Background: an optimization exercise with open tools, aiming at small area and few clock cycles per item. Do not read the settings as production practice. Only simulation tests tie the RTL to the original design; equivalence was not proved. Power figures rest on the tool's default switching activity, not on a simulated workload.

Design kl200_fcr, start of the top module:
module kl200_fcr (
    input  wire        clk,
    input  wire        rst,           
    input  wire        op_valid,
    output wire        op_ready,
    input  wire [63:0] op_word,
    output wire        res_valid,
    output wire [3:0]  res_kind,
    output wire [31:0] res_data,
    output wire        tx_valid,
    output wire [71:0] tx_frame,
    output wire        xd_valid,
    output wire [3:0]  xd_code,
    output wire [15:0] xd_addr,
    output wire [15:0] xd_data,
    output wire [7:0]  xd_status,
    input  wire [7:0]  rd_idx,
    output reg  [31:0] rd_data
);
For scale: ~2100 cells after synthesis, about 260 I/O pins, ~0.018 mm^2 of cells after synthesis.
export LEC_CHECK = 0
export CAP_MARGIN = 20
export CORE_MARGIN = 2
export CORE_UTILIZATION = 40
export PLACE_DENSITY = 0.6
export SLEW_MARGIN = 20
export SYNTH_HIERARCHICAL = 1
export SYNTH_MINIMUM_KEEP_SIZE = 0
create_clock -name core_clock -period 12.0 [get_ports {clk}]
standard.sh (not shown) runs the stock make flow with config.mk's settings and CLKGATE_MAP_FILE= SYNTH_SCRIPT=/design/flow/synth_recipe.tcl, a recipe that flattens the netlist after the stock synthesis.
==> flow/flow/run.sh <==
#!/bin/bash
set -o pipefail
export BUFFER_PORTS_ARGS="-buffer_cell sky130_fd_sc_hd__buf_1"
export CTS_ARGS="-sink_clustering_enable -repair_clock_nets -dont_use_dummy_load -buf_list sky130_fd_sc_hd__clkbuf_2"
bash standard.sh > standard.log 2>&1
The first run ran to the end with no violations.
Testbench counts at the start, summed over its fixed seeds: cycles 24,000, ops 24,000.
Next try:
--- a/flow/design.v
+++ b/flow/design.v
@@ -172,27 +172,27 @@
                 r_kind = K_IGNORED;
             end
         end
     end
     assign op_ready  = !rst;
     assign res_valid = step;
     assign res_kind  = r_kind;
     assign res_data  = r_data;
     assign tx_valid = step && d_start && s_accept;
     assign tx_frame = {s_sync, s_cmd, 8'h09, s_addr, s_p0, s_p1, s_p2, tx_csum};
     assign xd_valid  = step && settle;
     assign xd_code   = c_outcome;
-    assign xd_addr   = c_addr;
-    assign xd_data   = c_data;
-    assign xd_status = c_status;
+    assign xd_addr   = c_valid ? c_addr   : 16'd0;
+    assign xd_data   = c_valid ? c_data   : 16'd0;
+    assign xd_status = c_valid ? c_status : 8'd0;
     wire poll_scan = d_poll && !exst && mode && q_has9;
     always @(posedge clk) begin
         if (rst || (step && d_brst)) begin
             exst        <= 1'b0;
             mode        <= 1'b0;
             last_valid  <= 1'b0;
             outcome     <= O_NONE;
             ovr         <= 1'b0;
             ill         <= 1'b0;
             count       <= 6'd0;
         end else if (step) begin
             if (d_illegal)
What happened: The new run finished with timing, DRC and antenna clean. Power increases slightly. Non-clock buffer count increases by 3. Sequential power hardly moves. Critical path depth increases by 1. Final cell count increases by a few percent. Synthesized area stays the same. Sequential share of layout area decreases by 0.51 points. Wire length increases by a few percent. Final area increases slightly.
Testbench counts after the change, summed over its fixed seeds: cycles 24,000, ops 24,000.


## rev 12
Another version of the RTL of kl200_fcr (not shown whole).
Size: ~19,000 sq um of cells after synthesis.
## kl200_fcr
module kl200_fcr (
    input  wire        clk,
    input  wire        rst,           
    input  wire        op_valid,
    output wire        op_ready,
    input  wire [63:0] op_word,
    output wire        res_valid,
    output wire [3:0]  res_kind,
    output wire [31:0] res_data,
    output wire        tx_valid,
    output wire [71:0] tx_frame,
    output wire        xd_valid,
    output wire [3:0]  xd_code,
    output wire [15:0] xd_addr,
    output wire [15:0] xd_data,
    output wire [7:0]  xd_status,
    input  wire [7:0]  rd_idx,
    output reg  [31:0] rd_data
);
    localparam DEPTH = 32;
    localparam K_DONE      = 4'd0;
    localparam K_OVERRUN   = 4'd1;
    localparam K_ILLEGAL   = 4'd2;
    localparam K_IGNORED   = 4'd3;
    localparam K_POLLBUSY  = 4'd4;
    localparam K_POLLNAUTO = 4'd5;
    localparam K_POLLNONE  = 4'd6;
    localparam K_SAMPLE    = 4'd7;
    localparam K_DISCARD   = 4'd8;
    localparam K_STARTED   = 4'd9;
    localparam K_REJECTED  = 4'd10;
    localparam K_EXCHDONE  = 4'd11;
    localparam O_NONE     = 4'd0;
    localparam O_SUCCESS  = 4'd1;
    localparam O_TIMEOUT  = 4'd2;
    localparam O_CSUM     = 4'd3;
    localparam O_RESP     = 4'd4;
    localparam O_REJECTED = 4'd5;
    localparam O_TRANSPORT= 4'd6;
    localparam O_PARAM    = 4'd7;
    localparam O_MODE     = 4'd8;
    localparam O_BUSY     = 4'd9;
    reg        exst;           
    reg [7:0]  exp_sync;
    reg [7:0]  exp_cmd;
    reg [1:0]  exp_mreq;
    reg        exp_kind;       
    reg        mode;           
    reg [15:0] last_dist;
    reg [15:0] last_addr;
    reg        last_valid;
    reg [15:0] resp_addr;
    reg [15:0] resp_data;
    reg [7:0]  resp_status;
    reg [3:0]  outcome;
    reg        ovr;
    reg        ill;
    reg [8*DEPTH-1:0] q;       
    reg [5:0]         count;
    wire [63:0] w = op_word;
    wire d_nop     = (w == 64'h0000000000000000);
    wire d_rxb     = (w[63:8] == 56'h10000000000000);
    wire d_poll    = (w == 64'h2000000000000000);
  ...
==> flow/config.mk <==
export PLATFORM = sky130hd
export DESIGN_NAME = kl200_fcr
export DESIGN_NICKNAME = kl200_fcr
export VERILOG_FILES = /design/flow/design.v
export SDC_FILE = /design/flow/constraint.sdc
export NUM_CORES = 4
export LEC_CHECK = 0
export CAP_MARGIN = 20
export CORE_MARGIN = 2
export CORE_UTILIZATION = 40
export PLACE_DENSITY = 0.6
export SLEW_MARGIN = 20
export SYNTH_HIERARCHICAL = 1
export SYNTH_MINIMUM_KEEP_SIZE = 0
==> flow/constraint.sdc <==
create_clock -name core_clock -period 12.0 [get_ports {clk}]
set_input_delay 2.4000 -clock core_clock [delete_from_list [all_inputs] [get_ports {clk}]]
set_output_delay 2.4000 -clock core_clock [all_outputs]
set_load 0.01 [all_outputs]
Scripts as last shown in full above: flow/flow/run.sh
Testbench counts of rev 12, summed over its fixed seeds: cycles 24,000, ops 24,000.
Input-level comparison between rev 13 and rev 12:
diff --git a/flow/design.v b/flow/design.v
--- a/flow/design.v
+++ b/flow/design.v
@@ -82,37 +82,37 @@
     generate
         for (gi = 0; gi < 9; gi = gi + 1) begin : g_win
             assign win[gi] = q[8*gi +: 8];
         end
     endgenerate
     wire q_full   = count[5];
     wire q_has9   = (count >= 9);
     wire [7:0] x8 = win[0] ^ win[1] ^ win[2] ^ win[3] ^
                     win[4] ^ win[5] ^ win[6] ^ win[7];
-    wire poll_ok = (x8 == win[8]) && (win[0] == 8'h62) && (win[1] == 8'h33);
     wire s_is_dist = (s_sync == 8'h62) && (s_cmd == 8'h33);
     wire s_is_addr = (s_sync == 8'h62) && (s_cmd == 8'h32);
     wire s_busy    = exst;
     wire s_mconf   = !s_busy && s_is_dist && mode;
     wire s_param   = !s_busy && !s_mconf && s_is_addr && ({s_p0, s_p1} == 16'hFFFF);
     wire s_accept  = !s_busy && !s_mconf && !s_param;
     wire [7:0] tx_csum = s_sync ^ s_cmd ^ 8'h09 ^ s_addr[15:8] ^ s_addr[7:0] ^
                          s_p0 ^ s_p1 ^ s_p2;
     wire rxb_append   = d_rxb && !q_full;
     wire settle_rxb   = d_rxb && exst && (count == 6'd8);
     wire settle_start = d_start && s_accept && q_has9;
     wire settle       = settle_rxb || settle_start;
     wire [7:0] c8 = settle_rxb ? rx_byte : win[8];
     wire [7:0] c_sync = settle_start ? s_sync    : exp_sync;
     wire [7:0] c_cmd  = settle_start ? s_cmd     : exp_cmd;
     wire [1:0] c_mreq = settle_start ? s_mreq    : exp_mreq;
     wire       c_kind = settle_start ? s_is_dist : exp_kind;
     wire c_csum_ok = (x8 == c8);
+    wire poll_ok = c_csum_ok && (win[0] == 8'h62) && (win[1] == 8'h33);
     wire c_pair_ok = (win[0] == c_sync) && (win[1] == c_cmd);
     wire c_valid   = c_csum_ok && c_pair_ok;
     reg [3:0] c_outcome;
     always @(*) begin
         if (!c_csum_ok)                          c_outcome = O_CSUM;
         else if (!c_pair_ok)                     c_outcome = O_RESP;
         else if (c_kind || win[7] == 8'h66)      c_outcome = O_SUCCESS;
         else                                     c_outcome = O_REJECTED;
     end
@@ -175,21 +175,21 @@
     end
     assign op_ready  = !rst;
     assign res_valid = step;
     assign res_kind  = r_kind;
     assign res_data  = r_data;
     assign tx_valid = step && d_start && s_accept;
     assign tx_frame = {s_sync, s_cmd, 8'h09, s_addr, s_p0, s_p1, s_p2, tx_csum};
     assign xd_valid  = step && settle;
     assign xd_code   = c_outcome;
-    assign xd_addr   = c_addr;
-    assign xd_data   = c_data;
-    assign xd_status = c_status;
+    assign xd_addr   = c_valid ? c_addr   : 16'd0;
+    assign xd_data   = c_valid ? c_data   : 16'd0;
+    assign xd_status = c_valid ? c_status : 8'd0;
     wire poll_scan = d_poll && !exst && mode && q_has9;
     always @(posedge clk) begin
         if (rst || (step && d_brst)) begin
             exst        <= 1'b0;
             exp_sync    <= 8'd0;
             exp_cmd     <= 8'd0;
             exp_mreq    <= 2'd0;
             exp_kind    <= 1'b0;
             mode        <= 1'b0;
Notes after the runs:
Rev 13: done, clean on timing, DRC and antenna
Side by side, post-route fraction of the period consumed by the critical path turned out higher in rev 13 than in rev 12.
The max-capacitance violation count of rev 13 and that of rev 12 are within noise of each other.
On rev 13: worst hold margin is 0.016 ns higher than what rev 12 gave.
In rev 13 relative to rev 12, routed length per placed instance had gone down slightly.
Between rev 13 and rev 12, the CTS clock-pin slew for the worst setup and hold paths does not differ in any meaningful way.
Testbench counts of rev 13, summed over its fixed seeds: cycles 24,000, ops 24,000.

port drivers added, routing unchanged:
No port has a modelled driver above. Below, the same layouts with a new extraction and two added sets of constraints.
Step 1 sets driving cells, clkbuf_16 on the clock port and buf_2 on the other inputs (assumed; they add their load-dependent delay and slew).
Step 2 adds t to the input delays and takes it off the output delays; t is the mean of the earliest and latest rising clock arrival at the registers after step 1. Input paths then give back, and output paths get back, about the clock's delay inside the block.
a / b / c = no drivers / after step 1 / after step 2; a / b = the first two.
| run | shift t [ns] | setup WS [ns] | worst setup path at the end | worst register clock-pin slew, ns |
|---|---|---|---|---|
| the first run of note 1 | 0.994 | 3.019 / 2.999 / 2.999 | input to output | 0.11 / 0.11 |
| the second run of note 1 | 1.001 | 2.696 / 2.676 / 2.676 | input to output | 0.11 / 0.11 |
| rev 12 | 1.087 | 3.692 / 3.670 / 3.670 | input to output | 0.10 / 0.10 |
| rev 13 | 1.046 | 2.333 / 2.310 / 2.310 | input to output | 0.11 / 0.11 |
After both steps setup and hold are still met in every run listed. The setup slack of rev 13, which loses most, moves by -0.023 ns with the drivers and by -0.023 ns with both steps.
